Background: an optimization exercise with open tools, aiming at small area, a short achievable clock period and few clock cycles. Do not read the settings as production practice. In this exercise RTL edits were held to simulation tests only and were not proved equivalent to the original. Power is estimated from default activity; no workload was simulated.

## flow/run.sh

```bash
#!/bin/bash
# The standard layout (the standard.sh, standard synthesis included),
# with ORFS's timing repair asked to aim for a larger setup slack than the
# default, so that it works on paths that already meet the clock.
set -euo pipefail
bash standard.sh 'BUFFER_PORTS_ARGS=-buffer_cell sky130_fd_sc_hd__buf_4' SETUP_SLACK_MARGIN=11 finish > flow_make.log 2>&1
```

## standard.sh

```bash
#!/bin/bash
# synth_recipe.tcl (not shown) runs the flow's synth.tcl, then flattens the netlist and writes it again
# the make line also repeats each setting of config.mk as NAME=value (left out here)
make -C /OpenROAD-flow-scripts/flow DESIGN_CONFIG=/design/flow/config.mk WORK_HOME=/design/flow/orfs CLKGATE_MAP_FILE= SYNTH_SCRIPT=/design/flow/synth_recipe.tcl "${@:-finish}"
```

## config.mk

```make
export PLATFORM = sky130hd
export DESIGN_NAME = cnc_motion_core
export DESIGN_NICKNAME = cnc_motion_core
export VERILOG_FILES = /design/flow/design.v
export SDC_FILE = /design/flow/constraint.sdc
export NUM_CORES = 4
export LEC_CHECK = 0
export CAP_MARGIN = 20
export CORE_MARGIN = 2
export CORE_UTILIZATION = 45
export CTS_CLUSTER_DIAMETER = 70
export CTS_CLUSTER_SIZE = 25
export PLACE_DENSITY = 0.65
export SLEW_MARGIN = 20
```

## constraint.sdc

```tcl
create_clock -name core_clock -period 16.0 [get_ports {clk}]
set_input_delay 3.2000 -clock core_clock [delete_from_list [all_inputs] [get_ports {clk}]]
set_output_delay 3.2000 -clock core_clock [all_outputs]
set_load 0.01 [all_outputs]
```

## design.v

```verilog
module ramp_rom (
    input  wire [7:0] addr,
    output reg  [6:0] t
);
    always @(*) begin
        case (addr)
            8'd0: t = 7'd120;
            8'd1: t = 7'd72;
            8'd2: t = 7'd56;
            8'd3: t = 7'd47;
            8'd4: t = 7'd41;
            8'd5: t = 7'd37;
            8'd6: t = 7'd34;
            8'd7: t = 7'd31;
            8'd8: t = 7'd29;
            8'd9: t = 7'd27;
            8'd10: t = 7'd25;
            8'd11: t = 7'd23;
            8'd12: t = 7'd22;
            8'd13: t = 7'd21;
            8'd14: t = 7'd20;
            8'd15: t = 7'd19;
            8'd16: t = 7'd18;
            8'd17: t = 7'd17;
            8'd18: t = 7'd16;
            8'd19: t = 7'd15;
            8'd20: t = 7'd14;
            8'd21: t = 7'd13;
            8'd22: t = 7'd12;
            8'd23: t = 7'd11;
            8'd24: t = 7'd10;
            8'd25: t = 7'd9;
            8'd26: t = 7'd8;
            8'd27: t = 7'd7;
            8'd28: t = 7'd6;
            8'd29: t = 7'd5;
            8'd30: t = 7'd4;
            8'd31: t = 7'd3;
            8'd32: t = 7'd2;
            8'd33: t = 7'd1;
            default: t = 7'd0;
        endcase
    end
endmodule
module ramp_tab (
    input  wire [5:0] k,
    output reg  [6:0] t,
    output reg  [6:0] g,
    output reg  [6:0] gd
);
    always @(*) begin
        case (k)
            6'd0: begin t = 7'd120; g = 7'd120; gd = 7'd4; end
            6'd1: begin t = 7'd72; g = 7'd72; gd = 7'd120; end
            6'd2: begin t = 7'd56; g = 7'd56; gd = 7'd72; end
            6'd3: begin t = 7'd47; g = 7'd47; gd = 7'd56; end
            6'd4: begin t = 7'd41; g = 7'd41; gd = 7'd47; end
            6'd5: begin t = 7'd37; g = 7'd37; gd = 7'd41; end
            6'd6: begin t = 7'd34; g = 7'd34; gd = 7'd37; end
            6'd7: begin t = 7'd31; g = 7'd31; gd = 7'd34; end
            6'd8: begin t = 7'd29; g = 7'd29; gd = 7'd31; end
            6'd9: begin t = 7'd27; g = 7'd27; gd = 7'd29; end
            6'd10: begin t = 7'd25; g = 7'd25; gd = 7'd27; end
            6'd11: begin t = 7'd23; g = 7'd23; gd = 7'd25; end
            6'd12: begin t = 7'd22; g = 7'd22; gd = 7'd23; end
            6'd13: begin t = 7'd21; g = 7'd21; gd = 7'd22; end
            6'd14: begin t = 7'd20; g = 7'd20; gd = 7'd21; end
            6'd15: begin t = 7'd19; g = 7'd19; gd = 7'd20; end
            6'd16: begin t = 7'd18; g = 7'd18; gd = 7'd19; end
            6'd17: begin t = 7'd17; g = 7'd17; gd = 7'd18; end
            6'd18: begin t = 7'd16; g = 7'd16; gd = 7'd17; end
            6'd19: begin t = 7'd15; g = 7'd15; gd = 7'd16; end
            6'd20: begin t = 7'd14; g = 7'd14; gd = 7'd15; end
            6'd21: begin t = 7'd13; g = 7'd13; gd = 7'd14; end
            6'd22: begin t = 7'd12; g = 7'd12; gd = 7'd13; end
            6'd23: begin t = 7'd11; g = 7'd11; gd = 7'd12; end
            6'd24: begin t = 7'd10; g = 7'd10; gd = 7'd11; end
            6'd25: begin t = 7'd9; g = 7'd9; gd = 7'd10; end
            6'd26: begin t = 7'd8; g = 7'd8; gd = 7'd9; end
            6'd27: begin t = 7'd7; g = 7'd7; gd = 7'd8; end
            6'd28: begin t = 7'd6; g = 7'd6; gd = 7'd7; end
            6'd29: begin t = 7'd5; g = 7'd5; gd = 7'd6; end
            6'd30: begin t = 7'd4; g = 7'd4; gd = 7'd5; end
            6'd31: begin t = 7'd3; g = 7'd4; gd = 7'd4; end
            6'd32: begin t = 7'd2; g = 7'd4; gd = 7'd4; end
            6'd33: begin t = 7'd1; g = 7'd4; gd = 7'd4; end
            6'd34: begin t = 7'd0; g = 7'd4; gd = 7'd4; end
            default: begin t = 7'd0; g = 7'd4; gd = 7'd4; end
        endcase
    end
endmodule
module ramp_axis (
    input  wire        tick,        
    input  wire [31:0] pos,
    input  wire [31:0] rem,
    input  wire [19:0] cru,
    input  wire [19:0] cnt,
    input  wire [5:0]  acc,
    input  wire        pulse,
    input  wire        sched,
    input  wire        lo,
    input  wire        pend,
    input  wire        dirp,
    output wire        due,         
    output wire [31:0] n_pos,
    output wire [31:0] n_rem,
    output reg  [19:0] n_cnt,
    output reg  [5:0]  n_acc,
    output reg         n_pulse,
    output reg         n_sched,
    output reg         n_lo
);
    wire        at_tgt  = (rem == 32'd0);
    wire [19:0] cnt_now = (tick && cnt != 20'd0) ? cnt - 20'd1 : cnt;
    wire        due0    = (cnt[19:1] == 19'd0) && (tick || !cnt[0]);
    wire        due2    = (cnt[19:2] == 18'd0) && (tick || cnt[1:0] != 2'd3);
    assign      due     = sched && (lo ? due2 : due0);
    wire        decel = (rem[31:6] == 26'd0) && (rem[5:0] <= acc);
    wire [6:0]  tv, gv, gdv;
    ramp_tab u_tab (.k(acc), .t(tv), .g(gv), .gd(gdv));
    wire        cru_ok = ({13'd0, tv} <= cru);
    wire [19:0] cru4   = (cru[19:2] == 18'd0) ? 20'd4 : cru;
    wire [19:0] dfall  = decel ? {13'd0, gdv} : (cru_ok ? cru4 : {13'd0, gv});
    wire        prim_hi = !pend && (cru >= 20'd120);
    wire prime = !sched && !at_tgt;
    wire fall  = due && pulse && !at_tgt;
    wire stp   = prime || fall;
    assign n_pos = stp ? (dirp ? pos + 32'd1 : pos - 32'd1) : pos;
    assign n_rem = stp ? rem - 32'd1 : rem;
    always @(*) begin
        n_cnt   = cnt_now;
        n_acc   = acc;
        n_pulse = pulse;
        n_sched = sched;
        n_lo    = lo;
        if (prime) begin
            n_sched = 1'b1;
            n_lo    = 1'b0;
            n_cnt   = prim_hi ? cru : 20'd120;
            n_acc   = (pend || prim_hi) ? 6'd0 : 6'd1;
        end else if (due) begin
            if (!pulse) begin
                n_pulse = 1'b1;
                n_lo    = 1'b0;
                n_cnt   = 20'd2;
            end else if (at_tgt) begin
                n_pulse = 1'b0;
                n_sched = 1'b0;
                n_lo    = 1'b0;
                n_cnt   = 20'd0;
            end else begin
                n_pulse = 1'b0;
                n_lo    = 1'b1;
                n_cnt   = dfall;
                n_acc   = decel ? acc - 6'd1 : (cru_ok ? acc : acc + 6'd1);
            end
        end
    end
endmodule
module cnc_motion_core (
    input  wire        clk,
    input  wire        rst,
    input  wire        op_valid,
    output wire        op_ready,
    input  wire [1:0]  op_code,
    input  wire        op_offer,
    input  wire [8:0]  op_addr,
    input  wire [31:0] cmd_dx,
    input  wire [31:0] cmd_dy,
    input  wire [31:0] cmd_dz,
    input  wire [31:0] cmd_speed,
    output reg         rsp_valid,
    output wire        rsp_halted,
    output reg         rsp_consumed,
    output reg  [31:0] rsp_data,
    output wire [2:0]  step,
    output wire [2:0]  dir
);
    localparam [1:0] OP_TICK = 2'd0, OP_POLL = 2'd1, OP_READ = 2'd2, OP_SMON = 2'd3;
    localparam [4:0] D_IDLE = 5'd0,
                     D_LD   = 5'd1,    
                     D_ABS  = 5'd2,    
                     D_OVF  = 5'd3,    
                     D_OVC  = 5'd4,
                     D_CHK  = 5'd5,    
                     D_SQ   = 5'd6,    
                     D_SQX  = 5'd7,
                     D_SQZ  = 5'd22,   
                     D_SQA  = 5'd8,    
                     D_SQB  = 5'd9,
                     D_DONE = 5'd10,   
                     D_KV   = 5'd21,   
                     A_INIT = 5'd11,   
                     A_MUL  = 5'd12,   
                     A_DIV  = 5'd13,   
                     A_WB   = 5'd14,
                     B_INIT = 5'd15,   
                     B_DIV  = 5'd16,   
                     B_W1   = 5'd17,
                     B_W2A  = 5'd18,
                     B_W2   = 5'd19,
                     D_END  = 5'd20;   
    reg [127:0] q1;               
    reg [1:0]   qlen;
    reg [1:0]   rr_slot;
    reg         halted;
    reg [1:0]   fault_cause;
    reg [1:0]   fault_axis;
    reg         rdy;              
    reg [2:0]   ra_oh;            
    reg [31:0] pos   [0:2];
    reg [31:0] rem   [0:2];       
    reg [19:0] cru   [0:2];
    reg [19:0] cnt   [0:2];
    reg [5:0]  acc   [0:2];
    reg [2:0]  pulse, sched, pend, dirp, lo;
    reg [4:0]  dst;
    reg [1:0]  dax;
    reg [5:0]  dj;
    reg [5:0]  kp;                
    reg [5:0]  ks;                
    reg [2:0]  mov;               
    reg        fast;              
    reg        p_take;
    reg        p_intake;
    reg        ovf_r;
    reg [1:0]  ovf_ax;
    reg [34:0] dh;                
    reg [34:0] db;                
    reg        ben, bsub;         
    reg        sqf;               
    reg [31:0] dl;                
    reg [33:0] dsr;               
    reg [31:0] dd;                
    reg        rt;                
    reg [1:0]  rt_ax;
    reg        smon_p;            
    reg [1:0]  smon_slot;
    assign rsp_halted = halted;
    assign op_ready   = rdy;
    assign step = pulse;
    assign dir  = dirp;
    wire [2:0] ax_on;
    wire [2:0] ax_pdue;           
    wire [3:0] ax_quiet;
    assign ax_quiet[3] = 1'b1;
    genvar g;
    generate
        for (g = 0; g < 3; g = g + 1) begin : gen_ax
            assign ax_on[g]   = (rem[g] == 32'd0) && !sched[g];
            assign ax_pdue[g] = pend[g] && sched[g] && (cnt[g][19:2] == 18'd0) &&
                                (cnt[g][1:0] != 2'd3);
            assign ax_quiet[g] = ax_on[g] ||
                                 (sched[g] && !(lo[g] ? (cnt[g][19:2] == 18'd0 && cnt[g][1:0] != 2'd3)
                                                      : (cnt[g] == 20'd0)));
        end
    endgenerate
    wire all_on = &ax_on;
    wire pdue   = |ax_pdue;
    function [31:0] sel32;
        input [2:0] oh;
        input [31:0] a0, a1, a2;
        begin
            sel32 = ({32{oh[0]}} & a0) | ({32{oh[1]}} & a1) | ({32{oh[2]}} & a2);
        end
    endfunction
    wire [31:0] r_pos   = sel32(ra_oh, pos[0], pos[1], pos[2]);
    wire [31:0] r_rem   = sel32(ra_oh, rem[0], rem[1], rem[2]);
    wire [19:0] r_cru   = sel32(ra_oh, {12'd0, cru[0]}, {12'd0, cru[1]}, {12'd0, cru[2]});
    wire [19:0] r_cnt   = sel32(ra_oh, {12'd0, cnt[0]}, {12'd0, cnt[1]}, {12'd0, cnt[2]});
    wire [5:0]  r_acc   = sel32(ra_oh, {26'd0, acc[0]}, {26'd0, acc[1]}, {26'd0, acc[2]});
    wire        r_pulse = |(ra_oh & pulse);
    wire        r_sched = |(ra_oh & sched);
    wire        r_lo    = |(ra_oh & lo);
    wire        r_pend  = |(ra_oh & pend);
    wire        r_dirp  = |(ra_oh & dirp);
    wire [31:0] n_pos, n_rem;
    wire [19:0] n_cnt;
    wire [5:0]  n_acc;
    wire        n_pulse, n_sched, n_lo, p_due;
    ramp_axis u_poll (
        .tick    (!smon_p),
        .pos     (r_pos),
        .rem     (r_rem),
        .cru     (r_cru),
        .cnt     (r_cnt),
        .acc     (r_acc),
        .pulse   (r_pulse),
        .sched   (r_sched),
        .lo      (r_lo),
        .pend    (r_pend),
        .dirp    (r_dirp),
        .due     (p_due),
        .n_pos   (n_pos),
        .n_rem   (n_rem),
        .n_cnt   (n_cnt),
        .n_acc   (n_acc),
        .n_pulse (n_pulse),
        .n_sched (n_sched),
        .n_lo    (n_lo)
    );
    wire [31:0] q_v [0:2];
    assign q_v[0] = q1[31:0];
    assign q_v[1] = q1[63:32];
    assign q_v[2] = q1[95:64];
    wire [31:0] q_s = q1[127:96];
    reg         xa_pos, xinv, xsx, xainit;
    wire        xcin = xinv | (xainit & r_sched);
    wire [32:0] xa = xa_pos ? {r_pos[31], r_pos} : 33'd0;
    wire [32:0] xb = {xsx & r_rem[31], r_rem} ^ {33{xinv}};
    wire [32:0] xs = xa + xb + {32'd0, xcin};
    wire        ovf = (xs[32] != xs[31]);
    wire [34:0] bop = (db & {35{ben}}) ^ {35{bsub}};
    wire [34:0] ms  = dh + bop + {34'd0, bsub};
    wire        msn = ms[34];
    function [5:0] blen;
        input [31:0] x;
        integer k;
        begin
            blen = 6'd0;
            for (k = 0; k < 32; k = k + 1)
                if (x[k]) blen = k + 1;
        end
    endfunction
    wire [5:0] kv   = blen(rem[0] | rem[1] | rem[2]);
    wire [5:0] kq   = blen(q_s);
    wire fast_ok    = (ks >= kp + 6'd2);    
    wire drop       = (kp == 6'd0 || ks == 6'd0);    
    wire spd_zero   = (dl == 32'd0);
    wire [1:0] sq_nax = (dax == 2'd2) ? 2'd0 : dax + 2'd1;
    wire [5:0] sq_nj  = (dax == 2'd2) ? dj + 6'd1 : dj;
    wire accept  = op_valid && rdy;
    wire run_op  = accept && !halted;
    wire do_tick = run_op && (op_code == OP_TICK);
    wire [1:0] ps = smon_p ? smon_slot : rr_slot;
    wire poll_live = (qlen != 2'd0) && (ps != 2'd3);
    wire own_c = rt || dst == D_ABS || dst == D_OVF || dst == D_CHK || dst == D_SQ ||
                 ((dst == A_INIT || dst == B_INIT) && dax != 2'd3 && mov[dax]) ||
                 dst == B_W2A || dst == B_W2;
    wire smon_go   = smon_p && !own_c && !pdue;
    wire tick_poll = do_tick && poll_live;
    wire smon_poll = smon_go && poll_live;
    wire poll_wr   = tick_poll || smon_poll;
    wire       q0       = (qlen == 2'd0);
    wire       q1n      = (qlen == 2'd1);
    wire       q2       = (qlen == 2'd2);
    wire       take     = op_offer && !q2;
    wire       need_dec = op_offer ? (q0 || all_on) : (q2 && all_on);
    wire [1:0] qlen_p   = op_offer ? (q0 ? 2'd1 : (q1n && !all_on) ? 2'd2 : qlen)
                                   : (all_on && !q0) ? qlen - 2'd1 : qlen;
    wire [6:0]  rom_t;
    ramp_rom u_rd_rom (.addr(op_addr[7:0]), .t(rom_t));
    reg  [31:0] rd_val;
    always @(*) begin
        case (op_addr[3:0])
            4'd0: rd_val = pos[0];
            4'd1: rd_val = pos[1];
            4'd2: rd_val = pos[2];
            4'd3: rd_val = pos[0];
            4'd4: rd_val = pos[1];
            4'd5: rd_val = pos[2];
            4'd6: rd_val = {22'd0, qlen, 3'd0, halted, fault_cause, fault_axis};
            default: rd_val = 32'd0;
        endcase
        if (op_addr[8]) rd_val = {25'd0, rom_t};
    end
    wire [2:0] rem_nz = {rem[2] != 32'd0, rem[1] != 32'd0, rem[0] != 32'd0};
    wire rd_tgt = !op_addr[8] && ((op_addr[3:0] == 4'd3 && rem_nz[0]) ||
                                  (op_addr[3:0] == 4'd4 && rem_nz[1]) ||
                                  (op_addr[3:0] == 4'd5 && rem_nz[2]));
    reg [4:0] dst_n;
    reg [1:0] dax_n, rr_n, qlen_n, smon_slot_n, rt_ax_n, cause_n, faxis_n;
    reg [2:0] mov_n;
    reg       rt_n, smon_p_n, fast_n, halted_n, rsp_valid_n, dec_go;
    reg [4:0] dst_dn;             
    always @(*) begin
        dst_n       = dst;
        dax_n       = dax;
        rr_n        = rr_slot;
        qlen_n      = qlen;
        smon_slot_n = smon_slot;
        rt_ax_n     = rt_ax;
        cause_n     = fault_cause;
        faxis_n     = fault_axis;
        mov_n       = mov;
        rt_n        = 1'b0;
        smon_p_n    = smon_p;
        fast_n      = fast;
        halted_n    = halted;
        rsp_valid_n = 1'b0;
        dec_go      = 1'b0;
        if (accept) begin
            case (op_code)
                OP_TICK: begin
                    if (!halted) rr_n = rr_slot + 2'd1;
                    rsp_valid_n = 1'b1;
                end
                OP_SMON: begin
                    smon_slot_n = op_addr[1:0];
                    if (halted || qlen == 2'd0 || ax_quiet[op_addr[1:0]])
                        rsp_valid_n = 1'b1;
                    else
                        smon_p_n = 1'b1;
                end
                OP_READ: begin
                    rt_ax_n = op_addr[1:0] + 2'd1;
                    if (rd_tgt) rt_n = 1'b1;
                    else        rsp_valid_n = 1'b1;
                end
                default: begin  
                    if (halted) begin
                        rsp_valid_n = 1'b1;
                    end else if (need_dec) begin
                        dec_go = 1'b1;
                    end else begin
                        qlen_n      = qlen_p;
                        rsp_valid_n = 1'b1;
                    end
                end
            endcase
        end
        if (smon_go) begin
            smon_p_n    = 1'b0;
            rsp_valid_n = 1'b1;
        end
        if (rt) rsp_valid_n = 1'b1;
        if (!rt) begin
            case (dst)
                D_LD:  begin dst_n = D_ABS; dax_n = 2'd0; end
                D_ABS: begin
                    dax_n = (dax == 2'd2) ? 2'd0 : dax + 2'd1;
                    if (dax == 2'd2) dst_n = D_OVF;
                end
                D_OVF: begin
                    dax_n = (dax == 2'd2) ? 2'd0 : dax + 2'd1;
                    if (dax == 2'd2) dst_n = D_OVC;
                end
                D_OVC: begin
                    if (ovf_r) begin
                        halted_n    = 1'b1;
                        cause_n     = 2'd2;
                        faxis_n     = ovf_ax;
                        rsp_valid_n = 1'b1;
                        dst_n       = D_IDLE;
                    end else begin
                        dst_n = D_KV;
                    end
                end
                D_KV:  dst_n = D_CHK;
                D_CHK: begin
                    mov_n = {rem[2] != 32'd0, rem[1] != 32'd0, rem[0] != 32'd0};
                    dax_n = 2'd0;
                    if (drop) begin
                        rsp_valid_n = 1'b1;
                        qlen_n      = p_intake ? 2'd0 : 2'd1;
                        dst_n       = D_IDLE;
                    end else begin
                        dst_n = D_SQ;
                    end
                end
                D_SQ: begin
                    dax_n = sq_nax;
                    if (dax == 2'd2 && dj + 6'd1 == kp) dst_n = D_SQX;
                end
                D_SQX: dst_n = D_SQZ;
                D_SQZ: if (dj == kp + 6'd1) dst_n = D_SQA;
                D_SQA: dst_n = D_SQB;
                D_SQB: dst_n = (dj == 6'd1) ? D_DONE : D_SQA;
                D_DONE: begin
                    fast_n = fast_ok;
                    dst_n  = A_INIT;
                    dax_n  = 2'd0;
                    if (fast_ok) begin
                        rsp_valid_n = 1'b1;
                        qlen_n      = 2'd1;
                    end
                end
                A_INIT: begin
                    if (dax == 2'd3) begin
                        dst_n = B_INIT;
                        dax_n = 2'd0;
                    end else if (mov[dax]) begin
                        dst_n = A_MUL;
                    end else begin
                        dax_n = dax + 2'd1;
                    end
                end
                A_MUL: if (dj == 6'd1) dst_n = A_DIV;
                A_DIV: if (dj == 6'd1) dst_n = A_WB;
                A_WB: begin
                    if (spd_zero) begin
                        halted_n    = 1'b1;
                        cause_n     = 2'd1;
                        faxis_n     = dax;
                        rsp_valid_n = 1'b1;
                        dst_n       = D_IDLE;
                    end else begin
                        dst_n = A_INIT;
                        dax_n = dax + 2'd1;
                    end
                end
                B_INIT: begin
                    if (dax == 2'd3) begin
                        if (fast) begin
                            dst_n  = D_IDLE;
                            fast_n = 1'b0;
                        end else begin
                            dst_n = D_END;
                        end
                    end else if (mov[dax]) begin
                        dst_n = B_DIV;
                    end else begin
                        dax_n = dax + 2'd1;
                    end
                end
                B_DIV: if (dj == 6'd1) dst_n = B_W1;
                B_W1:  dst_n = B_W2A;
                B_W2A: dst_n = B_W2;
                B_W2: begin
                    dst_n = B_INIT;
                    dax_n = dax + 2'd1;
                end
                D_END: begin
                    rsp_valid_n = 1'b1;
                    qlen_n      = 2'd1;
                    dst_n       = D_IDLE;
                end
                default: ;
            endcase
        end
        dst_dn = dst_n;
        if (dec_go) dst_n = D_LD;
    end
    wire steal_n = ((dst_dn == A_INIT || dst_dn == B_INIT) && dax_n != 2'd3 && mov_n[dax_n]) ||
                   dst_dn == B_W2A || dst_dn == B_W2;
    wire own_n   = rt_n || dst_dn == D_ABS || dst_dn == D_OVF || dst_dn == D_CHK ||
                   dst_dn == D_SQ || steal_n;
    wire [1:0] sqn_n = (dax_n == 2'd2) ? 2'd0 : dax_n + 2'd1;
    wire [1:0] xi_n  = rt_n ? rt_ax_n : (dst_dn == D_SQ) ? sqn_n : dax_n;
    wire [1:0] ps_n  = smon_p_n ? smon_slot_n : rr_n;
    wire [1:0] ra_n  = own_n ? xi_n : ((ps_n == 2'd3) ? 2'd0 : ps_n);
    wire xa_pos_n = rt_n || dst_dn == D_OVF;
    wire xinv_n   = rt_n ? !dirp[rt_ax_n] :
                    (dst_dn == D_ABS || dst_dn == D_OVF) ? q_v[dax_n][31] : 1'b0;
    wire xsx_n    = !rt_n && dst_dn == D_ABS;
    wire xainit_n = !rt_n && dst_dn == A_INIT;
    wire busy_n  = rt_n || smon_p_n || dec_go || (dst_dn != D_IDLE && !fast_n);
    wire rdy_n   = !busy_n && !steal_n && !pdue;
    always @(posedge clk) begin
        if (rst) begin
            dst         <= D_IDLE;
            rr_slot     <= 2'd0;
            qlen        <= 2'd0;
            rt          <= 1'b0;
            smon_p      <= 1'b0;
            fast        <= 1'b0;
            halted      <= 1'b0;
            fault_cause <= 2'd0;
            fault_axis  <= 2'd3;
            rsp_valid   <= 1'b0;
            rdy         <= 1'b1;
            ra_oh       <= 3'b001;
        end else begin
            dst         <= dst_n;
            rr_slot     <= rr_n;
            qlen        <= qlen_n;
            rt          <= rt_n;
            smon_p      <= smon_p_n;
            fast        <= fast_n;
            halted      <= halted_n;
            fault_cause <= cause_n;
            fault_axis  <= faxis_n;
            rsp_valid   <= rsp_valid_n;
            rdy         <= rdy_n;
            ra_oh       <= {ra_n == 2'd2, ra_n == 2'd1, ra_n == 2'd0};
        end
        dax       <= dax_n;
        xa_pos    <= xa_pos_n;
        xinv      <= xinv_n;
        xsx       <= xsx_n;
        xainit    <= xainit_n;
        smon_slot <= smon_slot_n;
        rt_ax     <= rt_ax_n;
        mov       <= mov_n;
    end
    wire pause = rt;
    wire [2:0] w_sel = ra_oh;
    wire [19:0] spd_sat = (dl[31:20] != 12'd0) ? 20'hfffff : dl[19:0];
    wire clr_rem = !pause && ((dst == D_OVC && ovf_r) || (dst == D_CHK && drop) ||
                              (dst == A_WB && spd_zero));
    wire commit  = !pause && ((dst == D_DONE && fast_ok) || dst == D_END);
    integer a;
    always @(posedge clk) begin
        for (a = 0; a < 3; a = a + 1) begin
            if (rst) begin
                pos[a]   <= 32'd0;
                rem[a]   <= 32'd0;
                pulse[a] <= 1'b0;
                sched[a] <= 1'b0;
                pend[a]  <= 1'b0;
                dirp[a]  <= 1'b0;
            end else begin
                if (poll_wr && w_sel[a]) begin
                    pos[a]   <= n_pos;
                    rem[a]   <= n_rem;
                    pulse[a] <= n_pulse;
                    sched[a] <= n_sched;
                end
                if (!pause && dst == D_LD)                rem[a] <= q_v[a];
                if (!pause && dst == D_ABS && dax == a)   rem[a] <= xs[31:0];
                if (clr_rem)                              rem[a] <= 32'd0;
                if (commit && mov[a]) begin
                    dirp[a]  <= !q_v[a][31];
                    pulse[a] <= 1'b0;
                    sched[a] <= 1'b0;
                    pend[a]  <= (dst == D_DONE);
                end
                if (!pause && dst == B_W2 && dax == a) pend[a] <= 1'b0;
            end
        end
    end
    always @(posedge clk) begin
        for (a = 0; a < 3; a = a + 1) begin
            if (poll_wr && w_sel[a]) begin
                cnt[a] <= n_cnt;
                acc[a] <= n_acc;
                lo[a]  <= n_lo;
            end else if (do_tick && cnt[a] != 20'd0) begin
                cnt[a] <= cnt[a] - 20'd1;
            end
            if (!pause && dst == A_WB && dax == a) cru[a] <= spd_sat;
            if (commit && mov[a]) begin
                acc[a] <= 6'd0;
                cnt[a] <= 20'd0;
            end
            if (!pause && dst == B_W2 && dax == a) begin
                cru[a] <= dl[19:0];
                if (sched[a]) begin
                    if (!dh[34]) cnt[a] <= ms[19:0];
                    else         acc[a] <= 6'd1;
                end
            end
        end
    end
    always @(posedge clk) begin
        if (!q2 && !(dst != D_IDLE && !fast))
            q1 <= {cmd_speed, cmd_dz, cmd_dy, cmd_dx};
        rsp_data <= rt ? xs[31:0] :
                    (op_valid && op_code == OP_READ) ? rd_val : 32'd0;
        if (accept) begin
            rsp_consumed <= 1'b0;
            if (op_code == OP_POLL) begin
                if (!halted && !need_dec) rsp_consumed <= take;
                p_take   <= take;
                p_intake <= (qlen == 2'd0);
            end
        end
        if (!pause) begin
            case (dst)
                D_ABS: ovf_r <= 1'b0;
                D_OVF: if (!ovf_r && ovf) begin
                    ovf_r  <= 1'b1;
                    ovf_ax <= dax;
                end
                D_KV: begin
                    ks   <= kq;
                    kp   <= kv + {5'd0, kv[0]};
                end
                D_CHK: begin
                    dh   <= 35'd0;
                    dl   <= 32'd0;
                    db   <= {3'd0, r_rem};
                    ben  <= r_rem[0];
                    bsub <= 1'b0;
                    dj   <= 6'd0;
                    if (drop) rsp_consumed <= p_take;
                end
                D_SQ: begin
                    if (dax == 2'd2)
                        {dh[33:0], dl} <= {ms[33:0], dl} >> 1;
                    else
                        dh <= ms;
                    dj  <= sq_nj;
                    db  <= {3'd0, r_rem};
                    ben <= r_rem[sq_nj[4:0]];
                end
                D_SQX: begin
                    dsr  <= {dh[31:0], dl[31:30]};
                    dl   <= {dl[29:0], 2'b00};
                    dh   <= {33'd0, dh[33:32]};
                    db   <= 35'd1;
                    ben  <= 1'b1;
                    bsub <= 1'b1;
                    dj   <= 6'd17 + {1'b0, kp[5:1]};
                end
                D_SQZ: if (dj != kp + 6'd1) begin
                    dh  <= {33'd0, dsr[33:32]};
                    dsr <= {dsr[31:0], dl[31:30]};
                    dl  <= {dl[29:0], 2'b00};
                    dj  <= dj - 6'd1;
                end
                D_SQA: sqf <= msn;
                D_SQB: begin
                    dh  <= {(sqf ? dh[32:0] : ms[32:0]), dsr[33:32]};
                    dsr <= {dsr[31:0], dl[31:30]};
                    dl  <= {dl[29:0], 2'b00};
                    db  <= {db[33:2], !sqf, 2'b01};
                    dj  <= dj - 6'd1;
                end
                D_DONE: begin
                    dd  <= db[33:2];
                    dsr <= {2'd0, q_s};
                    if (fast_ok) rsp_consumed <= p_take;
                end
                A_INIT: begin
                    db   <= {3'd0, xs[31:0]};
                    bsub <= 1'b0;
                    ben  <= dsr[0];
                    dh   <= 35'd0;
                    dl   <= dsr[31:0];
                    dj   <= ks;
                end
                A_MUL: begin
                    {dh[33:0], dl} <= {ms[33:0], dl} >> 1;
                    ben <= dl[1];
                    dj  <= dj - 6'd1;
                end
                A_DIV: begin
                    if (dj == 6'd0) begin
                        dh   <= {dh[33:0], dl[31]};
                        dl   <= {dl[30:0], 1'b0};
                        db   <= {3'd0, dd};
                        ben  <= 1'b1;
                        bsub <= 1'b1;
                        dj   <= ks;
                    end else begin
                        dh   <= {ms[33:0], dl[31]};
                        dl   <= {dl[30:0], !msn};
                        bsub <= !msn;
                        dj   <= dj - 6'd1;
                    end
                end
                B_INIT: begin
                    dh   <= 35'd1;
                    dl   <= 32'hE848_0000;
                    db   <= {15'd0, r_cru};
                    ben  <= 1'b1;
                    bsub <= 1'b1;
                    dj   <= 6'd20;
                end
                B_DIV: begin
                    dh   <= {ms[33:0], dl[31]};
                    dl   <= {dl[30:0], !msn};
                    bsub <= !msn;
                    dj   <= dj - 6'd1;
                end
                B_W1: begin
                    dh   <= {15'd0, dl[19:0]};
                    db   <= 35'd120;
                    bsub <= 1'b1;
                end
                B_W2A: begin
                    dh   <= ms;                   
                    db   <= {15'd0, r_cnt};
                    bsub <= 1'b0;
                end
                D_END: rsp_consumed <= p_take;
                default: ;
            endcase
        end
    end
endmodule
```

==> results by group, run 1 <==
Floorplanning
  • Core ar.: 103000 µm²
  • Io pins: between 150 and 200
  • Die W: 326 µm
  • Die ar.: 106000 µm²
  • Row count: 118
  • Initial Util: 45.2%
  • Die height: 326 µm

Synthesis
  • Main area contributors after synthesis: edfxtp_1 25%, dfxtp_1 15%, nand2_1 5.8%
  • Syn_nets: 5630
  • Post-synth EDFFs: around 380
  • Synth unique cells: 119
  • Syn avg cell area: approximately 8.8 µm²
  • Seq/Total Area, Yosys: 39.8%
  • Asr flop ratio synth: 0%
  • Synth area leader: edfxtp_1
  • Flops & latches, synth: 734
  • Yosys warns: 9
  • Post-Syn Area: 46600 µm²
  • Syn Inst Count: 5322
  • Main synth FF type: edfxtp_1
  • Top-area cell type share of the netlist area: around 25%

Clocking
  • Cts bufs inserted: 56
  • CTS tree: built
  • Clk slew on worst S/H paths: 0.09 ns
  • H-tree depth: 2
  • Clock latency at the later pin of the worst-skew pair: 0.71 ns
  • Clock Tree Buf Depth: 3
  • Clock root cell: clkbuf_16
  • Clock sink count: approximately 730

Route
  • Residual DRC: 0
  • Via Count: 46400
  • Routed vias/inst: 6.75
  • WL/cell: roughly 28 µm
  • DRT Pass-1 Iters: 14
  • Final ANT Viol Nets: 0
  • DR iter-0 viols: 8529
  • Drt total wl: 194 mm

Run
  • Max cap viols: 0

Setup path
  • CP max FO: 4
  • Crit path arrival time: about 5.6 ns
  • Critical path buffer and inverter count: 1
  • Worst Setup Path Type: in -> reg
  • Worst path max stage delay: 0.56 ns
  • CP Cell Sequence: buf_8 -> or4_4 -> a41o_4 -> or3_4 -> nor4_4 -> nand2_2 -> nor4_2 -> xor2_1 -> o21ai_0 -> o22ai_1
  • Crit start category: primary input
  • Slowest stage cell on the critical path: or4_4
  • Critical Path RT: 16.61 ns
  • Top Family by Delay on Critical Path: simple AND/OR/NAND/NOR gates
  • Crit end category: register

Final layout
  • P&R area growth vs syn: 14.4%
  • Layout fillers: a little under 10000
  • Multi-input logic area: 26900 µm²
  • Commonest non-fill, non-tap cell in the layout: nand2_1
  • Reg area: roughly 19000 µm²
  • Layout cells sized above 1: 14.2%
  • Layout net count: between 5000 and 6000
  • Most frequent cells in the layout: 705 x nand2_1, 399 x nor2_1, 395 x buf_4, 384 x edfxtp_1, 344 x dfxtp_1

Global routing
  • Gr usage total: 34.9%
  • Largest net degree at the start of global routing: 80
  • First-pass GRT wire length: 282 mm
  • Gr ovfl total: 0
  • Vias in the first global route: about 42000
  • Initial antenna violation count: 8

Timing
  • Setup violations, final: 0
  • Hold Vio Cnt, Final: 0
  • Final hold slack: 0.464 ns
  • RSZ-0062 raised after global routing: yes
  • Least-Margin Pin Slew: 1.26 ns
  • Pins Over Slew Limit: 0
  • Final WS setup: approximately 11 ns
  • Slew headroom: 16.0%
  • Tmin final: roughly 5 ns
  • Tcrit/Tclk final: between 30 and 40%
  • Worst Skew: approximately 0.042 ns
  • Sum Neg Setup Slack: 0 ns
  • Peak Freq: 0.200 GHz

Hold path
  • Worst min path class: reg -> reg

Place
  • Dpl hpwl: 138 mm
  • Routability congestion estimate from global placement: 1.02
  • Placement Setup Slack: between 9 and 10 ns
  • Port bufs: 184

Power
  • VDD IR max: 0.126 mV
  • LEAKAGE: 0.0194 µW
  • PD cells: 182 nW/µm²
  • Total power: 9720 µW

Run status
  • Outcome: timing/DRC/antenna clean
==> stage by stage <==
step	cell area [µm²]	std cells	utilization [%]
floorplan	47100	5322	-
global placement	50000	6695	48.5
detailed placement	50100	6697	48.6
CTS	52800	6839	51.2
global route	53300	6873	51.7
finish	53300	6875	51.7
==> timing repair <==
item | 4_1_cts | 5_1_grt
endpoints found under the setup margin | 301 | 151
gates resized for setup | 56 | 54
buffers inserted | 39 | 31
pin swaps | 23 | 24
gates cloned | 0 | 3
hold buffers | 0 | 0
==> Yosys cell counts, types with 28 or more instances <==
cell        n
nand4_1    58
o22ai_1    87
dfxtp_1   350
nor3_1    119
edfxtp_1  384
a22oi_1    76
buf_2      42
nor2_1    418
nor2b_1    56
and2_1     55
and3_1     38
ha_1      161
o21ai_1    28
a31oi_1    53
or3_1      30
mux2i_1    52
nand2_1   719
xnor2_1   185
a221o_1    29
a211oi_1  134
o21ai_0   312
a222oi_1  179
o221ai_1   37
clkbuf_1  253
a21oi_1   305
inv_1     119
xor2_1     87
nand3_1   115
buf_1      49
nand2b_1  100
o211ai_1   79
nor4_1     88
a21o_1     66
==> sequential cells by signal (all words and copies together) (netlist names), 34 cells and up <==
signal,count
pos,96
q1,128
cnt,60
cru,60
dh,35
dsr,34
db,35
rem,96
==> per-layer routing <==
layer  global-route usage [%]  vias up  share of wire [%]
met5                    0.932        -               0.12
li1                         -    20500                  -
met2                     49.8     3195                 41
met4                     16.1       14                5.5
met1                     48.8    22100                 40
met3                     9.35      596                 14
==> path summary, 6_finish.rpt <==
path	cells after the start	end	from	slack, ns
setup / recovery	10	cnt[1][16]$_DFF_P_	op_code[0]	10.99
hold / removal	2	fault_cause[1]$_SDFFE_PP0P_	fault_cause[1]$_SDFFE_PP0P_	0.46
setup reg to reg	14	ovf_ax[1]$_DFFE_PP_	ra_oh[0]$_SDFF_PP1_	11.03
hold reg to reg	2	fault_cause[1]$_SDFFE_PP0P_	fault_cause[1]$_SDFFE_PP0P_	0.46
==> tightest hold or removal path, cell delays in order, from the launching register on <==
cell,delay (ns)
dfxtp_1,0.32
nand2_1,0.05
a21oi_1,0.05
==> kinds of logic after synthesis <==
kind of cell	after synthesis	synth area share (%)
and+or+nand+nor	1917	19.6
AOI/OAI and AO/OA	1680	25.3
DFF	734	39.8
buffers and inverters	485	4.18
xor gates and xnor gates	273	5.16
adders and majority gates	165	4.49
muxes	68	1.55
==> area by class of cell <==
type / count / area share, %
diodes: 2 / 0.00939
clock buffers: 59 / 2.71
clock inverters: 44 / 1.25
inverters: 127 / 0.981
multi-input cells: 4103 / 50.5
flip-flops and latches: 734 / 34.8
well taps: 1380 / 3.24
repair buffers: 426 / 6.48
==> report_power, final <==
| part | total [µW] | switching, µW | internal [µW] |
|---|---|---|---|
| sequential | 2980 | 479 | 2510 |
| clock | 1640 | 882 | 761 |
| combinational | 5090 | 3420 | 1670 |
| total | 9720 | 4780 | 4930 |
Testbench counts, summed over its fixed seeds: cycles 502,958.
==> run 2: changes to the inputs <==
--- a/config.mk
+++ b/config.mk
@@ -9,6 +9,6 @@
 export CORE_MARGIN = 2
 export CORE_UTILIZATION = 45
-export CTS_CLUSTER_DIAMETER = 70
-export CTS_CLUSTER_SIZE = 25
+export CTS_CLUSTER_DIAMETER = 80
+export CTS_CLUSTER_SIZE = 30
 export PLACE_DENSITY = 0.65
 export SLEW_MARGIN = 20
==> run 2 against run 1 <==
  * Critical endpoint is now db[29]$_DFFE_PP_
  * Power is 2.2% lower
  * Highest routed layer unchanged
  * Still clean on timing, DRC and antenna
  * Critical path type is now reg -> reg
  * Sequential share of layout area rose by 0.27 points
  * Sequential power about the same
  * Non-clock buffer count up 5
  * Register-to-register slack got worse by 0.05 ns
==> results by group, run 2 <==
Setup path
  • Critical Path RT: 16.43 ns
  • Worst Setup Path Type: reg -> reg
  • Crit path arrival time: 5.45 ns
  • CP max FO: 42
  • Crit end category: register
  • Crit start category: register

Timing
  • Tmin final: 5.02 ns
  • Slew headroom: 12.3%
  • Worst Skew: around 0.049 ns
  • Tcrit/Tclk final: 31.4%
  • Setup violations, final: 0
  • Peak Freq: 0.199 GHz
  • Final hold slack: 0.468 ns
  • Sum Neg Setup Slack: 0 ns
  • Least-Margin Pin Slew: 1.31 ns
  • RSZ-0062 raised after global routing: yes
  • Hold Vio Cnt, Final: 0
  • Pins Over Slew Limit: 0

Place
  • Placed inst area: 50100 µm²
  • Cells after DPL: 6697
  • Routability congestion estimate from global placement: 1.02
  • Dpl hpwl: 138 mm
  • Port bufs: 184

Floorplanning
  • Row count: 118
  • Die ar.: between 100000 and 150000 µm²
  • Die height: between 300 and 400 µm
  • Die W: 326 µm
  • Core ar.: 103000 µm²
  • Initial Util: a little under half
  • Io pins: 185

Synthesis
  • Top-area cell type share of the netlist area: 24.7%
  • Top post-synthesis cells by count: 719 x nand2_1, 418 x nor2_1, 384 x edfxtp_1, 350 x dfxtp_1, 312 x o21ai_0
  • Syn_nets: ~5600
  • Yosys warns: 9
  • Asr flop ratio synth: 0%
  • Syn avg cell area: roughly 8.8 µm²
  • Flops & latches, synth: 734
  • Synth area leader: edfxtp_1
  • Post-Syn Area: 46600 µm²
  • Syn Inst Count: 5322
  • Main synth FF type: edfxtp_1
  • Seq/Total Area, Yosys: 39.8%
  • Post-synth EDFFs: 384
  • Synth unique cells: approximately 120
  • Count leader, synth: nand2_1
  • Main area contributors after synthesis: edfxtp_1 25%, dfxtp_1 15%, nand2_1 5.8%

Clocking
  • Clock latency at the later pin of the worst-skew pair: 0.71 ns
  • Clock Tree Buf Depth: 3
  • H-tree depth: 2
  • Clk slew on worst S/H paths: 0.11 ns
  • Post-CTS Hold Buffers: 0
  • Clock root cell: clkbuf_16
  • Cts bufs inserted: between 40 and 50
  • Clock sink count: 734
  • CTS tree: built

Final layout
  • Finished Layout Cells: 6857
  • Reg area: 18600 µm²
  • Layout cells sized above 1: 13.9%
  • Multi-input logic area: 26900 µm²
  • Most flops, register: q1
  • Final Core Density: about half
  • Commonest non-fill, non-tap cell in the layout: nand2_1
  • Final non-filler cell area: 52900 µm²
  • Biggest regs: q1: 128 flops, pos: 96 flops, rem: 96 flops
  • Layout net count: 5749
  • Most frequent cells in the layout: 705 x nand2_1, 400 x nor2_1, 399 x buf_4, 384 x edfxtp_1, 344 x dfxtp_1
  • P&R area growth vs syn: 13.5%
  • Max reg flops: roughly 130
  • Layout fillers: 9715

Hold path
  • Worst min path class: reg -> reg

Power
  • LEAKAGE: 0.0192 µW
  • VDD IR max: between 0.1 and 0.15 mV
  • PD cells: 180 nW/µm²

Route
  • Routed vias/inst: 6.74
  • Drt total wl: 194 mm
  • Via Count: 46200
  • DR iter-0 viols: 8073
  • Residual DRC: 0
  • DRT Pass-1 Iters: 12
  • Final ANT Viol Nets: 0
  • WL/cell: 28.4 µm

Global routing
  • Met1 usage: 48.5%
  • Gr usage total: 34.9%
  • Initial antenna violation count: 5
  • Gr ovfl total: 0
  • Met2 Resource Use GR: 50.2%
  • Met3 GRT Util: under 10%
  • Largest net degree at the start of global routing: 80
  • First-pass GRT wire length: 282 mm
  • GRT busiest layer: met2
  • Vias in the first global route: 42200

Run
  • Max cap viols: 0

Run status
  • Outcome: timing/DRC/antenna clean
-- run 2: through the flow --
step / power [µW] / worst slack (ns)
2_1_floorplan: 5820 / 9.94
4_1_cts: 9130 / 10.87
3_5_place_dp: 7660 / 9.63
5_1_grt: 9840 / 10.89
6_report: 9500 / 10.98
3_3_place_gp: 7640 / 9.68
-- run 2: area by class of cell --
| cell class | instances | area share [%] |
|---|---|---|
| Inverter | 127 | 0.989 |
| Multi-Input combinational cell | 4103 | 50.9 |
| Clock buffer | 44 | 2.08 |
| Tap cell | 1380 | 3.26 |
| Timing Repair Buffer | 431 | 6.63 |
| Clock inverter | 37 | 1.06 |
| Antenna cell | 1 | 0.00473 |
| Sequential cell | 734 | 35.1 |
-- run 2: final timing paths --
check	from	end	slack (ns)	cells after the start
min	fault_cause[1]$_SDFFE_PP0P_	fault_cause[1]$_SDFFE_PP0P_	0.47	2
max reg2reg	ra_oh[2]$_SDFF_PP0_	db[29]$_DFFE_PP_	10.98	15
min reg2reg	fault_cause[1]$_SDFFE_PP0P_	fault_cause[1]$_SDFFE_PP0P_	0.47	2
max	ra_oh[2]$_SDFF_PP0_	db[29]$_DFFE_PP_	10.98	15
-- run 2: where the power goes --
group          internal [µW]  leakage, µW  switching [µW]
clock                    600     0.000793             815
sequential              2510      0.00627             473
combinational           1670       0.0122            3440
total                   4780       0.0192            4720
-- run 2: cell families after synthesis --
family / count (synthesis) / share of synthesized area, %
and+or+nand+nor: 1917 / 19.6
AOI/OAI and AO/OA: 1680 / 25.3
DFF: 734 / 39.8
buffers and inverters: 485 / 4.18
xor gates and xnor gates: 273 / 5.16
adders and majority gates: 165 / 4.49
muxes: 68 / 1.55
-- run 2: worst max-delay path: stages (launching register included) --
cell,delay (ns)
dfxtp_4,0.43
buf_12,0.21
a222oi_1,0.74
xnor2_1,0.23
ha_1,0.44
nand4_1,0.18
o21ai_0,0.21
a2111o_1,0.14
a21oi_1,0.07
nor4_1,0.47
o21ai_1,0.22
a21boi_1,0.29
nor4_1,0.11
a311oi_2,0.53
buf_4,0.29
o221ai_1,0.13
-- run 2: metal layers --
layer,part of all wire [%],routed length [µm]
met1,40,76900
met2,42,80700
met3,14,26800
met4,5.1,9980
met5,0.017,33
-- run 2: what timing repair did --
| item | in CTS | in global routing |
|---|---|---|
| resized for setup | 59 | 52 |
| setup endpoints to repair | 301 | 173 |
| cloned | 0 | 3 |
| buffers inserted | 36 | 38 |
| pin swaps | 20 | 27 |
==> run 3: changes to the inputs <==
--- a/design.v
+++ b/design.v
@@ -186,9 +186,7 @@
                      D_SQ   = 5'd6,    
                      D_SQX  = 5'd7,
-                     D_SQZ  = 5'd22,   
                      D_SQA  = 5'd8,    
                      D_SQB  = 5'd9,
                      D_DONE = 5'd10,   
-                     D_KV   = 5'd21,   
                      A_INIT = 5'd11,   
                      A_MUL  = 5'd12,   
@@ -243,6 +241,4 @@
     wire [2:0] ax_on;
     wire [2:0] ax_pdue;           
-    wire [3:0] ax_quiet;
-    assign ax_quiet[3] = 1'b1;
     genvar g;
     generate
@@ -251,7 +247,4 @@
             assign ax_pdue[g] = pend[g] && sched[g] && (cnt[g][19:2] == 18'd0) &&
                                 (cnt[g][1:0] != 2'd3);
-            assign ax_quiet[g] = ax_on[g] ||
-                                 (sched[g] && !(lo[g] ? (cnt[g][19:2] == 18'd0 && cnt[g][1:0] != 2'd3)
-                                                      : (cnt[g] == 20'd0)));
         end
     endgenerate
@@ -305,6 +298,26 @@
     assign q_v[2] = q1[95:64];
     wire [31:0] q_s = q1[127:96];
-    reg         xa_pos, xinv, xsx, xainit;
-    wire        xcin = xinv | (xainit & r_sched);
+    reg         xa_pos, xinv, xsx, xcin;
+    always @(*) begin
+        xa_pos = 1'b0;
+        xinv   = 1'b0;
+        xsx    = 1'b0;
+        xcin   = 1'b0;
+        if (rt) begin
+            xa_pos = 1'b1;
+            xinv   = !r_dirp;
+            xcin   = xinv;
+        end else if (dst == D_ABS) begin
+            xsx  = 1'b1;
+            xinv = r_rem[31];
+            xcin = xinv;
+        end else if (dst == D_OVF) begin
+            xa_pos = 1'b1;
+            xinv   = q_v[dax][31];
+            xcin   = xinv;
+        end else if (dst == A_INIT) begin
+            xcin   = r_sched;
+        end
+    end
     wire [32:0] xa = xa_pos ? {r_pos[31], r_pos} : 33'd0;
     wire [32:0] xb = {xsx & r_rem[31], r_rem} ^ {33{xinv}};
@@ -326,5 +339,5 @@
     wire [5:0] kq   = blen(q_s);
     wire fast_ok    = (ks >= kp + 6'd2);    
-    wire drop       = (kp == 6'd0 || ks == 6'd0);    
+    wire drop       = (kv == 6'd0 || kq == 6'd0);
     wire spd_zero   = (dl == 32'd0);
     wire [1:0] sq_nax = (dax == 2'd2) ? 2'd0 : dax + 2'd1;
@@ -337,16 +350,12 @@
     wire own_c = rt || dst == D_ABS || dst == D_OVF || dst == D_CHK || dst == D_SQ ||
                  ((dst == A_INIT || dst == B_INIT) && dax != 2'd3 && mov[dax]) ||
-                 dst == B_W2A || dst == B_W2;
+                 dst == B_W1 || dst == B_W2A || dst == B_W2;
     wire smon_go   = smon_p && !own_c && !pdue;
     wire tick_poll = do_tick && poll_live;
     wire smon_poll = smon_go && poll_live;
     wire poll_wr   = tick_poll || smon_poll;
-    wire       q0       = (qlen == 2'd0);
-    wire       q1n      = (qlen == 2'd1);
-    wire       q2       = (qlen == 2'd2);
-    wire       take     = op_offer && !q2;
-    wire       need_dec = op_offer ? (q0 || all_on) : (q2 && all_on);
-    wire [1:0] qlen_p   = op_offer ? (q0 ? 2'd1 : (q1n && !all_on) ? 2'd2 : qlen)
-                                   : (all_on && !q0) ? qlen - 2'd1 : qlen;
+    wire       take     = op_offer && (qlen != 2'd2);
+    wire [1:0] ql1      = qlen + {1'b0, take};
+    wire       need_dec = (take && qlen == 2'd0) || (ql1 == 2'd2 && all_on);
     wire [6:0]  rom_t;
     ramp_rom u_rd_rom (.addr(op_addr[7:0]), .t(rom_t));
@@ -357,7 +366,4 @@
             4'd1: rd_val = pos[1];
             4'd2: rd_val = pos[2];
-            4'd3: rd_val = pos[0];
-            4'd4: rd_val = pos[1];
-            4'd5: rd_val = pos[2];
             4'd6: rd_val = {22'd0, qlen, 3'd0, halted, fault_cause, fault_axis};
             default: rd_val = 32'd0;
@@ -365,13 +371,10 @@
         if (op_addr[8]) rd_val = {25'd0, rom_t};
     end
-    wire [2:0] rem_nz = {rem[2] != 32'd0, rem[1] != 32'd0, rem[0] != 32'd0};
-    wire rd_tgt = !op_addr[8] && ((op_addr[3:0] == 4'd3 && rem_nz[0]) ||
-                                  (op_addr[3:0] == 4'd4 && rem_nz[1]) ||
-                                  (op_addr[3:0] == 4'd5 && rem_nz[2]));
+    wire rd_tgt = !op_addr[8] && (op_addr[3:0] == 4'd3 || op_addr[3:0] == 4'd4 ||
+                                  op_addr[3:0] == 4'd5);
     reg [4:0] dst_n;
     reg [1:0] dax_n, rr_n, qlen_n, smon_slot_n, rt_ax_n, cause_n, faxis_n;
     reg [2:0] mov_n;
-    reg       rt_n, smon_p_n, fast_n, halted_n, rsp_valid_n, dec_go;
-    reg [4:0] dst_dn;             
+    reg       rt_n, smon_p_n, fast_n, halted_n, rsp_valid_n;
     always @(*) begin
         dst_n       = dst;
@@ -389,5 +392,4 @@
         halted_n    = halted;
         rsp_valid_n = 1'b0;
-        dec_go      = 1'b0;
         if (accept) begin
             case (op_code)
@@ -398,5 +400,5 @@
                 OP_SMON: begin
                     smon_slot_n = op_addr[1:0];
-                    if (halted || qlen == 2'd0 || ax_quiet[op_addr[1:0]])
+                    if (halted || qlen == 2'd0 || op_addr[1:0] == 2'd3)
                         rsp_valid_n = 1'b1;
                     else
@@ -412,7 +414,8 @@
                         rsp_valid_n = 1'b1;
                     end else if (need_dec) begin
-                        dec_go = 1'b1;
+                        dst_n  = D_LD;
+                        fast_n = 1'b0;
                     end else begin
-                        qlen_n      = qlen_p;
+                        qlen_n      = (ql1 != 2'd0 && all_on) ? ql1 - 2'd1 : ql1;
                         rsp_valid_n = 1'b1;
                     end
@@ -444,8 +447,7 @@
                         dst_n       = D_IDLE;
                     end else begin
-                        dst_n = D_KV;
+                        dst_n = D_CHK;
                     end
                 end
-                D_KV:  dst_n = D_CHK;
                 D_CHK: begin
                     mov_n = {rem[2] != 32'd0, rem[1] != 32'd0, rem[0] != 32'd0};
@@ -463,6 +465,5 @@
                     if (dax == 2'd2 && dj + 6'd1 == kp) dst_n = D_SQX;
                 end
-                D_SQX: dst_n = D_SQZ;
-                D_SQZ: if (dj == kp + 6'd1) dst_n = D_SQA;
+                D_SQX: dst_n = D_SQA;
                 D_SQA: dst_n = D_SQB;
                 D_SQB: dst_n = (dj == 6'd1) ? D_DONE : D_SQA;
@@ -529,21 +530,14 @@
             endcase
         end
-        dst_dn = dst_n;
-        if (dec_go) dst_n = D_LD;
     end
-    wire steal_n = ((dst_dn == A_INIT || dst_dn == B_INIT) && dax_n != 2'd3 && mov_n[dax_n]) ||
-                   dst_dn == B_W2A || dst_dn == B_W2;
-    wire own_n   = rt_n || dst_dn == D_ABS || dst_dn == D_OVF || dst_dn == D_CHK ||
-                   dst_dn == D_SQ || steal_n;
+    wire steal_n = ((dst_n == A_INIT || dst_n == B_INIT) && dax_n != 2'd3 && mov_n[dax_n]) ||
+                   dst_n == B_W1 || dst_n == B_W2A || dst_n == B_W2;
+    wire own_n   = rt_n || dst_n == D_ABS || dst_n == D_OVF || dst_n == D_CHK ||
+                   dst_n == D_SQ || steal_n;
     wire [1:0] sqn_n = (dax_n == 2'd2) ? 2'd0 : dax_n + 2'd1;
-    wire [1:0] xi_n  = rt_n ? rt_ax_n : (dst_dn == D_SQ) ? sqn_n : dax_n;
+    wire [1:0] xi_n  = rt_n ? rt_ax_n : (dst_n == D_SQ) ? sqn_n : dax_n;
     wire [1:0] ps_n  = smon_p_n ? smon_slot_n : rr_n;
     wire [1:0] ra_n  = own_n ? xi_n : ((ps_n == 2'd3) ? 2'd0 : ps_n);
-    wire xa_pos_n = rt_n || dst_dn == D_OVF;
-    wire xinv_n   = rt_n ? !dirp[rt_ax_n] :
-                    (dst_dn == D_ABS || dst_dn == D_OVF) ? q_v[dax_n][31] : 1'b0;
-    wire xsx_n    = !rt_n && dst_dn == D_ABS;
-    wire xainit_n = !rt_n && dst_dn == A_INIT;
-    wire busy_n  = rt_n || smon_p_n || dec_go || (dst_dn != D_IDLE && !fast_n);
+    wire busy_n  = rt_n || smon_p_n || (dst_n != D_IDLE && !fast_n);
     wire rdy_n   = !busy_n && !steal_n && !pdue;
     always @(posedge clk) begin
@@ -576,8 +570,4 @@
         end
         dax       <= dax_n;
-        xa_pos    <= xa_pos_n;
-        xinv      <= xinv_n;
-        xsx       <= xsx_n;
-        xainit    <= xainit_n;
         smon_slot <= smon_slot_n;
         rt_ax     <= rt_ax_n;
@@ -644,11 +634,9 @@
     end
     always @(posedge clk) begin
-        if (!q2 && !(dst != D_IDLE && !fast))
-            q1 <= {cmd_speed, cmd_dz, cmd_dy, cmd_dx};
-        rsp_data <= rt ? xs[31:0] :
-                    (op_valid && op_code == OP_READ) ? rd_val : 32'd0;
         if (accept) begin
             rsp_consumed <= 1'b0;
+            rsp_data     <= (op_code == OP_READ) ? rd_val : 32'd0;
             if (op_code == OP_POLL) begin
+                if (!halted && take) q1 <= {cmd_speed, cmd_dz, cmd_dy, cmd_dx};
                 if (!halted && !need_dec) rsp_consumed <= take;
                 p_take   <= take;
@@ -656,4 +644,5 @@
             end
         end
+        if (rt) rsp_data <= xs[31:0];
         if (!pause) begin
             case (dst)
@@ -663,9 +652,7 @@
                     ovf_ax <= dax;
                 end
-                D_KV: begin
+                D_CHK: begin
                     ks   <= kq;
                     kp   <= kv + {5'd0, kv[0]};
-                end
-                D_CHK: begin
                     dh   <= 35'd0;
                     dl   <= 32'd0;
@@ -694,10 +681,4 @@
                     dj   <= 6'd17 + {1'b0, kp[5:1]};
                 end
-                D_SQZ: if (dj != kp + 6'd1) begin
-                    dh  <= {33'd0, dsr[33:32]};
-                    dsr <= {dsr[31:0], dl[31:30]};
-                    dl  <= {dl[29:0], 2'b00};
-                    dj  <= dj - 6'd1;
-                end
                 D_SQA: sqf <= msn;
                 D_SQB: begin
==> run.sh (new file) <==
#!/bin/bash
# synth_recipe.tcl (not shown) runs the flow's synth.tcl, then flattens the netlist and writes it again
# the make line also repeats each setting of config.mk as NAME=value (left out here)
make -C /OpenROAD-flow-scripts/flow DESIGN_CONFIG=/design/flow/config.mk WORK_HOME=/design/flow/orfs CLKGATE_MAP_FILE= SYNTH_SCRIPT=/design/flow/synth_recipe.tcl finish
--- a/config.mk
+++ b/config.mk
@@ -8,7 +8,5 @@
 export CAP_MARGIN = 20
 export CORE_MARGIN = 2
-export CORE_UTILIZATION = 45
-export CTS_CLUSTER_DIAMETER = 80
-export CTS_CLUSTER_SIZE = 30
-export PLACE_DENSITY = 0.65
+export CORE_UTILIZATION = 30
+export PLACE_DENSITY = 0.5
 export SLEW_MARGIN = 20
removed: flow/run.sh
removed: standard.sh
==> run 3 against run 2 <==
  * Largest power group is now registers
  * Maximum frequency decreased by 30%
  * Routed wire length is 11% higher
  * Highest routed layer unchanged
  * Still clean
  * Sequential share of layout area decreased by 0.53 points
==> results by group, run 3 <==
Run status
  • Outcome: timing/DRC/antenna clean

Timing
  • Least-Margin Pin Slew: about 1.2 ns
  • Final hold slack: roughly 0.46 ns
  • Worst Skew: 0.0713 ns
  • Setup violations, final: 0
  • Hold Vio Cnt, Final: 0
  • Tcrit/Tclk final: 44.5%
  • Peak Freq: 0.140 GHz
  • Slew headroom: 16.2%
  • Pins Over Slew Limit: 0
  • Tmin final: just over 7 ns
  • Sum Neg Setup Slack: 0 ns
  • RSZ-0062 raised after global routing: no

Run
  • Max cap viols: 0

Synthesis
  • Syn_nets: roughly 5700
  • Main area contributors after synthesis: edfxtp_1 27%, dfxtp_1 13%, nand2_1 5.3%
  • Synth area leader: edfxtp_1
  • Main synth FF type: edfxtp_1
  • Syn avg cell area: 8.67 µm²
  • Synth unique cells: 110
  • Flops & latches, synth: between 700 and 800
  • Syn Inst Count: 5406
  • Post-Syn Area: 46900 µm²
  • Asr flop ratio synth: 0%
  • Seq/Total Area, Yosys: roughly two fifths
  • Post-synth EDFFs: 416
  • Yosys warns: 9
  • Top post-synthesis cells by count: 666 x nand2_1, 532 x nor2_1, 416 x edfxtp_1, 367 x a21oi_1, 331 x o21ai_0
  • Top-area cell type share of the netlist area: 26.7%
  • Count leader, synth: nand2_1

Place
  • Dpl hpwl: 155 mm
  • Placed inst area: 51400 µm²
  • Port bufs: 184
  • Routability congestion estimate from global placement: 1.02

Final layout
  • Layout net count: 5793
  • Final non-filler cell area: around 54000 µm²
  • P&R area growth vs syn: 16.1%
  • Layout cells sized above 1: 7.80%
  • Max reg flops: roughly 130
  • Most frequent cells in the layout: 665 x nand2_1, 527 x nor2_1, 416 x edfxtp_1, 362 x a21oi_1, 331 x o21ai_0
  • Biggest regs: q1: 128 flops, pos: 96 flops, rem: 96 flops
  • Most flops, register: q1
  • Commonest non-fill, non-tap cell in the layout: nand2_1

Floorplanning
  • Die ar.: 159000 µm²
  • Row count: 145
  • Core ar.: 156000 µm²
  • Die height: approximately 400 µm
  • Initial Util: a little under a third
  • Io pins: between 150 and 200
  • Die W: 399 µm

Route
  • Via Count: roughly 46000
  • Final ANT Viol Nets: 0
  • Routed vias/inst: 6.05
  • WL/cell: 28.3 µm
  • Drt total wl: 215 mm
  • DR iter-0 viols: ~6300
  • DRT Pass-1 Iters: 9
  • Residual DRC: 0

Clocking
  • CTS tree: built
  • Cts bufs inserted: 87
  • Clock root cell: clkbuf_16
  • Clock latency at the later pin of the worst-skew pair: 0.76 ns
  • Clk slew on worst S/H paths: 0.07 ns
  • Clock sink count: 730
  • Post-CTS sizing: 0
  • H-tree depth: 3
  • Clock Tree Buf Depth: 3
  • Post-CTS Setup Bufs: 0
  • Post-CTS Hold Buffers: 0

Setup path
  • Worst path max stage delay: 0.69 ns
  • Worst Setup Path Type: reg -> reg
  • Crit end category: register
  • CP Cell Sequence: buf_4 -> clkinv_1 -> nor3_1 -> a21oi_1 -> a21o_1 -> a21boi_4 -> buf_4 -> xor2_1 -> fa_1 -> a211oi_1 -> o21ai_0 -> a2111oi_0 -> o21ai_0 -> nand4_1 -> a21o_1 -> a21oi_1 -> o211ai_1 -> xnor2_1 -> nor4b_1 -> or2_2
  • Crit path arrival time: 7.53 ns
  • Critical Path RT: between 15 and 20 ns
  • CP max FO: 31
  • Slowest stage cell on the critical path: a2111oi_0
  • Crit start category: register

Power
  • LEAKAGE: 0.0192 µW
  • VDD IR max: 0.0899 mV
  • PD cells: 96.5 nW/µm²
  • Total power: 5250 µW

Global routing
  • Vias in the first global route: around 43000
  • Gr usage total: 26.1%
  • First-pass GRT wire length: 308 mm
  • Largest net degree at the start of global routing: 85
  • Initial antenna violation count: 12
  • Gr ovfl total: 0

Hold path
  • Worst min path class: reg -> reg
## run 3: power breakdown
| group | total [µW] | internal (µW) | switching, µW |
|---|---|---|---|
| sequential | 2110 | 2030 | 78.9 |
| clock | 2070 | 1170 | 907 |
| combinational | 1060 | 350 | 715 |
## run 3: final cells by class
cell class                      instances  area (µm²)
Timing Repair Buffer                  354        3120
Sequential cell                       730       18800
Clock buffer                          114        2350
Multi-Input combinational cell       4194       26500
Antenna cell                            2        5.00
Clock inverter                         49         592
Fill cell                           16000      101000
Inverter                              121         454
Tap cell                             2058        2570
## run 3: worst paths after layout
path / slack [ns] / from / depth (start not counted) / endpoint
setup / recovery: 8.88 / dst[1]$_SDFF_PP0_ / 20 / ovf_r$_DFFE_PP_
hold / removal: 0.46 / acc[1][1]$_DFF_P_ / 2 / acc[1][1]$_DFF_P_
setup reg to reg: 8.88 / dst[1]$_SDFF_PP0_ / 20 / ovf_r$_DFFE_PP_
hold reg to reg: 0.46 / acc[1][1]$_DFF_P_ / 2 / acc[1][1]$_DFF_P_
## run 3: layer usage
metal  vias to the layer above  part of all wire, %  GRT usage (%)
li1                      20600                    -              -
met1                     22600                   43           36.6
met2                      2504                   43           39.2
met3                       421                  9.3           4.95
met4                         8                  4.5           10.5
met5                         -                0.024              0
## run 3: critical path, delay by kind of cell, from the launching register on
family,cells,cell delay [ns]
AO/OA/AOI/OAI,10,2.88
AND/OR/NAND/NOR,4,1.66
buffers and inverters,3,0.96
XOR/XNOR,2,0.52
adder cells (fa/ha/maj),1,0.49
flip-flops,1,0.30
## run 3: kinds of logic after synthesis
kind of cell               Yosys count  share of synthesized area, %
and+or+nand+nor                   1977                          19.6
AOI/OAI and AO/OA                 1718                          25.4
DFF                                730                          40.1
buffers and inverters              482                          4.05
xor gates and xnor gates           280                          5.28
adders and majority gates          162                          4.39
muxes                               57                          1.23
## run 3: metrics by stage
stage               worst slack (ns)  cells  utilization [%]
floorplan                       8.54   5406                -
global placement                8.62   7453             33.0
detailed placement              8.52   7457             33.0
CTS                             8.93   7620             34.9
global route                    8.47   7620             34.9
finish                          8.88   7622             34.9
Testbench counts of run 3, summed over its fixed seeds: cycles 520,233.

==> re-timing with driven ports <==
How much do the figures lean on ideal ports? The routed layouts below were timed once more, with nothing changed but the port constraints. Step 1 sets driving cells, clkbuf_16 on the clock port and buf_2 on the other inputs (assumed; they add their load-dependent delay and slew). Step 2, shift: input delay + t, output delay - t, t = (earliest + latest rising clock arrival at the registers) / 2. This alone moves slack from input paths to output paths. Slacks: no drivers / after step 1 / after step 2; pairs: no drivers / after step 1.
run | t, ns | slack for setup (ns) | cell pins on the clock port's net
run 1 | 0.758 | 10.989 / 11.015 / 10.257 | 1
run 2 | 0.762 | 10.980 / 10.980 / 10.256 | 1
run 3 | 0.799 | 8.878 / 8.878 / 8.478 | 1
After both steps every run listed still meets setup and hold. For run 1, which loses most, drivers alone change the setup slack by +0.026 ns; drivers and shift together by -0.732 ns.
